This is an optimization exercise on Yosys and OpenROAD, whose aim is small area, a short achievable clock period and few clock cycles, not a production implementation.
In this exercise RTL edits were held to simulation tests only and were not proved equivalent to the original.
Power is estimated from default activity; no workload was simulated.

== run A ==
==> flow/design.v (excerpt) <==
module felics_enc (
    input  wire         clk,
    input  wire         rst,
    input  wire         start,
    input  wire [7:0]   width,       
    input  wire [15:0]  height,      
    output wire         idle,
    input  wire         pix_valid,
    input  wire [7:0]   pix_data,
    output wire         pix_ready,
    output wire         tbl_re,
    output wire [7:0]   tbl_raddr,
    input  wire [119:0] tbl_rdata,
    output wire         tbl_we,
    output wire [7:0]   tbl_waddr,
    output wire [119:0] tbl_wdata,
    output reg          out_valid,
    output reg  [7:0]   out_data
);
Settings: LEC_CHECK=0, CAP_MARGIN=20, CORE_MARGIN=2, CORE_UTILIZATION=65, CTS_CLUSTER_DIAMETER=80, CTS_CLUSTER_SIZE=24, PLACE_DENSITY=0.8, SLEW_MARGIN=20; clock period 20.0 ns.
run.sh (not shown) runs the stock make flow with config.mk's settings and CLKGATE_MAP_FILE= SYNTH_SCRIPT=/design/flow/synth_recipe.tcl, a recipe that flattens the netlist after the stock synthesis.
Run A finished every step from synthesis to the final layout, and the layout passed the timing, DRC and antenna checks.
Testbench counts of run A, summed over its fixed seeds: cycles 43,453.
### run A -> run B
- PLACE_DENSITY changed from 0.8 to 0.6
- CORE_UTILIZATION changed from 65 to 40
## What came out
Fmax went down slightly going from run A to run B. Against run A, non-clock buffer count in the final layout in run B rose slightly. Between run B and run A, it is run B whose worst ir drop on vdd is lower, by 6.3%.
What run C does differently from run B at the input level:
- CORE_UTILIZATION: 40 -> 55
- PLACE_DENSITY: 0.6 -> 0.7
Clock network fraction of total power down 0.8 points in run C wrt run B. Run C vs run B — relative slew slack rose 1.3 points. Proportion of cell area occupied by registers in run C is 0.45 points above run B. For run C, the master of the slowest instance on the critical path was sky130_fd_sc_hd__clkdlybuf4s50_1, unlike run B, where it was sky130_fd_sc_hd__dfxtp_1. Compared with run B, in run C layout overhead on the synthesized area decreased by 1.4 points relative to the old numbers; power per cell area stayed essentially flat; wire length of the first global-routing pass saw a decrease.

* * *

Another version of the RTL of felics_enc (not shown whole).
For scale: ~310 I/O pins, ~52000 um2 of cells after synthesis.
clock: 20.0 ns
lec_check: 0
cap_margin: 20
core_margin: 2
core_utilization: 40
place_density: 0.6
slew_margin: 20
The first run produced a clean layout.
Testbench counts at the start, summed over its fixed seeds: cycles 43,453.
Change:
- CTS_CLUSTER_DIAMETER: not set -> 80
- CTS_CLUSTER_SIZE: not set -> 24
Result: The changed run passed the timing, DRC and antenna checks. Sequential power hardly moves. Sequential cell count stays the same. Setup slack stays flat. Count of clock-buffer cells in the layout shrinks by 67. Synthesized area stays the same. Routed wire length shrinks slightly.

* * *

== cedar ==
Another version of the RTL of felics_enc (not shown whole).
For scale: ~5,600 cells after synthesis, roughly 910 flip-flops, roughly 310 I/O pins, ~0.053 mm² of cells after synthesis.
// felics_enc
module felics_enc (
    input  wire         clk,
    input  wire         rst,
    input  wire         start,
    input  wire [7:0]   width,       
    input  wire [15:0]  height,      
    output wire         idle,
    input  wire         pix_valid,
    input  wire [7:0]   pix_data,
    output wire         pix_ready,
    output wire         tbl_re,
    output wire [7:0]   tbl_raddr,
    input  wire [119:0] tbl_rdata,
    output wire         tbl_we,
    output wire [7:0]   tbl_waddr,
    output wire [119:0] tbl_wdata,
    output reg          out_valid,
    output reg  [7:0]   out_data
);
export LEC_CHECK = 0
export CAP_MARGIN = 20
export CORE_MARGIN = 2
export CORE_UTILIZATION = 40
export CTS_CLUSTER_DIAMETER = 100
export CTS_CLUSTER_SIZE = 30
export PLACE_DENSITY = 0.6
export SLEW_MARGIN = 20
create_clock -name core_clock -period 20.0 [get_ports {clk}]
Testbench counts of cedar, summed over its fixed seeds: cycles 43,456.
Input-level comparison between birch and cedar:
-- flow/config.mk --
<<< cedar, line 11
export CTS_CLUSTER_DIAMETER = 100
export CTS_CLUSTER_SIZE = 30
>>> birch, line 11
[summary]
- The final period utilization was comparable across cedar and birch.
- Fmax sits lower in birch than in cedar.
- The setup slack of birch is smaller than that of cedar.
- The share of total power in combinational logic number comes out higher for cedar vs birch.
- In summary, birch completed successfully, with a layout that passed the timing, DRC and antenna checks.
- Compared birch vs cedar, and highest net fanout along the worst path is up in birch.
- Compared birch vs cedar, and total routing usage reported by global routing is up in birch.

* * *

felics_enc, a different RTL version from the one above (not shown whole).
For scale: ~890 flip-flops, about 310 I/O pins, roughly 0.052 mm² of cells after synthesis.
==> flow/design.v (excerpt) <==
module felics_enc (
    input  wire         clk,
    input  wire         rst,
    input  wire         start,
    input  wire [7:0]   width,       
    input  wire [15:0]  height,      
    output wire         idle,
    input  wire         pix_valid,
    input  wire [7:0]   pix_data,
    output wire         pix_ready,
    output wire         tbl_re,
    output wire [7:0]   tbl_raddr,
    input  wire [119:0] tbl_rdata,
    output wire         tbl_we,
    output wire [7:0]   tbl_waddr,
    output wire [119:0] tbl_wdata,
    output reg          out_valid,
    output reg  [7:0]   out_data
);
clock: 20.0 ns
lec_check: 0
cap_margin: 20
core_margin: 2
core_utilization: 55
cts_cluster_diameter: 80
cts_cluster_size: 24
place_density: 0.7
slew_margin: 20
Testbench counts at the start, summed over its fixed seeds: cycles 43,453.
Change:
Settings changed: CORE_UTILIZATION 55 to 40, PLACE_DENSITY 0.7 to 0.6.
What happened: The changed run passed the timing, DRC and antenna checks. Combinational power stays flat. Final cell count increases by about 6%. Worst setup slack gains 0.29 ns. Die area increases by about 37%. Synthesized cell count is unchanged. Cell area increases by 1.6%. Critical path depth decreases by 4. Register-to-register slack gains 0.09 ns. Utilization decreases by 16 points. Sequential share of layout area decreases by 0.56 points. Clock-buffer cell count increases by 1.

* * *

Setup of alpha:
felics_enc, a different RTL version from the one above (not shown whole).
Size: ~310 I/O pins, roughly 53,000 sq um of cells after synthesis.
// felics_enc
module felics_enc (
    input  wire         clk,
    input  wire         rst,
    input  wire         start,
    input  wire [7:0]   width,       
    input  wire [15:0]  height,      
    output wire         idle,
    input  wire         pix_valid,
    input  wire [7:0]   pix_data,
    output wire         pix_ready,
    output wire         tbl_re,
    output wire [7:0]   tbl_raddr,
    input  wire [119:0] tbl_rdata,
    output wire         tbl_we,
    output wire [7:0]   tbl_waddr,
    output wire [119:0] tbl_wdata,
    output reg          out_valid,
    output reg  [7:0]   out_data
);
    localparam ST_IDLE = 2'd0;
    localparam ST_HDR  = 2'd1;
    localparam ST_RUN  = 2'd2;
    localparam DEPTH = 6;
    function automatic lt8(input [7:0] x, input [7:0] y);
        reg [7:0] l, g;
        reg [3:0] l2, g2;
        reg [1:0] l4, g4;
        integer i;
        begin
            for (i = 0; i < 8; i = i + 1) begin
                l[i] = ~x[i] & y[i];
                g[i] = x[i] & ~y[i];
            end
            for (i = 0; i < 4; i = i + 1) begin
                l2[i] = l[2*i+1] | (~g[2*i+1] & l[2*i]);
                g2[i] = g[2*i+1] | (~l[2*i+1] & g[2*i]);
            end
            for (i = 0; i < 2; i = i + 1) begin
                l4[i] = l2[2*i+1] | (~g2[2*i+1] & l2[2*i]);
                g4[i] = g2[2*i+1] | (~l2[2*i+1] & g2[2*i]);
            end
            lt8 = l4[1] | (~g4[1] & l4[0]);
        end
    endfunction
    reg [1:0]  st;
    reg [7:0]  w_r;
    reg [15:0] h_r;          
    reg [6:0]  wm1;          
    reg [6:0]  wm2;          
    reg        w1, w2;       
    reg        smw;        
    reg [5:0]  mm1;          
    reg [3:0]  hcnt;
    reg [5:0]  epoch;
    reg        dirty;        
    reg [2:0]  rf_cnt;       
    reg        rf_z;         
    reg [7:0]  rf_ptr;
  ...
Settings: LEC_CHECK=0, CAP_MARGIN=20, CORE_MARGIN=2, CORE_UTILIZATION=40, CTS_CLUSTER_DIAMETER=80, CTS_CLUSTER_SIZE=24, PLACE_DENSITY=0.6, SLEW_MARGIN=20; clock period 20.0 ns.
alpha reached the final stage; the timing, DRC and antenna checks on its layout passed.
Testbench counts of alpha, summed over its fixed seeds: cycles 43,456.
### alpha -> delta
# alpha
export LEC_CHECK = 0
export CAP_MARGIN = 20
export CORE_MARGIN = 2
export CORE_UTILIZATION = 40
export CTS_CLUSTER_DIAMETER = 80
export CTS_CLUSTER_SIZE = 24
export PLACE_DENSITY = 0.6
export SLEW_MARGIN = 20
create_clock -name core_clock -period 20.0 [get_ports {clk}]
# delta
export LEC_CHECK = 0
export CAP_MARGIN = 20
export CORE_MARGIN = 2
export CORE_UTILIZATION = 40
export PLACE_DENSITY = 0.6
export SLEW_MARGIN = 20
create_clock -name core_clock -period 20.0 [get_ports {clk}]
For the power per cell area, delta came in about 12% higher than alpha did.
The arrival time at the worst endpoint in delta sits 0.03 ns below the value recorded for alpha.
Delta(worst hold slack, delta - alpha) < 0
delta has routed via count above what alpha had.
Between delta and alpha, minimum period implied by the final worst setup slack is higher for alpha, delta comes in under that.
On largest incremental delay on the critical path: delta sits below alpha.
delta gives more routed wire length than alpha did.
Die area came out exactly the same in delta and alpha.
alpha → delta: count of clock-buffer cells in the layout now larger; reported sequential group power neither gained nor lost much.

[separate check: timing with driven ports]
How much do the figures lean on ideal ports? The routed layouts below were timed once more, with nothing changed but the port constraints.
Step 1 assumes that a clkbuf_16 drives the clock port and a buf_2 every other input.
Step 2 moves the port delays by t, midway between the first and last clock arrival at a register: inputs arrive t later, outputs are due t later. That takes back most of the time a late clock gives input paths.
Three values: ideal ports, drivers, drivers and shift; two values: the first two.
run | shift t [ns] | setup WS [ns] | hold WS [ns] | worst setup path at the end | cell pins on the clock port's net
run A | 0.706 | 13.383 / 13.383 / 12.730 | 0.322 / 0.322 / 0.322 | input to register | 1
run B | 0.768 | 13.305 / 13.305 / 12.673 | 0.335 / 0.335 / 0.335 | input to register | 1
run C | 0.734 | 13.404 / 13.453 / 12.719 | 0.331 / 0.331 / 0.331 | input to register | 1
the first run of note 2 | 0.758 | 13.002 / 13.055 / 12.298 | 0.325 / 0.325 / 0.325 | input to register | 1
the second run of note 2 | 0.734 | 13.000 / 13.053 / 12.319 | 0.318 / 0.318 / 0.318 | input to register | 1
cedar | 0.725 | 13.091 / 13.091 / 13.020 | 0.327 / 0.327 / 0.327 | input to register | 1
birch | 0.782 | 13.068 / 13.068 / 13.013 | 0.325 / 0.325 / 0.325 | input to register | 1
the first run of note 4 | 0.709 | 12.909 / 12.945 / 12.236 | 0.333 / 0.333 / 0.333 | input to register | 1
the second run of note 4 | 0.775 | 13.200 / 13.207 / 12.478 | 0.319 / 0.319 / 0.319 | input to register | 1
alpha | 0.746 | 12.463 / 12.463 / 12.463 | 0.332 / 0.332 / 0.332 | register to register | 1
delta | 0.779 | 12.515 / 12.515 / 12.515 | 0.326 / 0.326 / 0.326 | register to register | 1
After both steps every run listed still meets setup and hold. The setup slack of the second run of note 4, which loses most, moves by +0.007 ns with the drivers and by -0.722 ns with both steps.
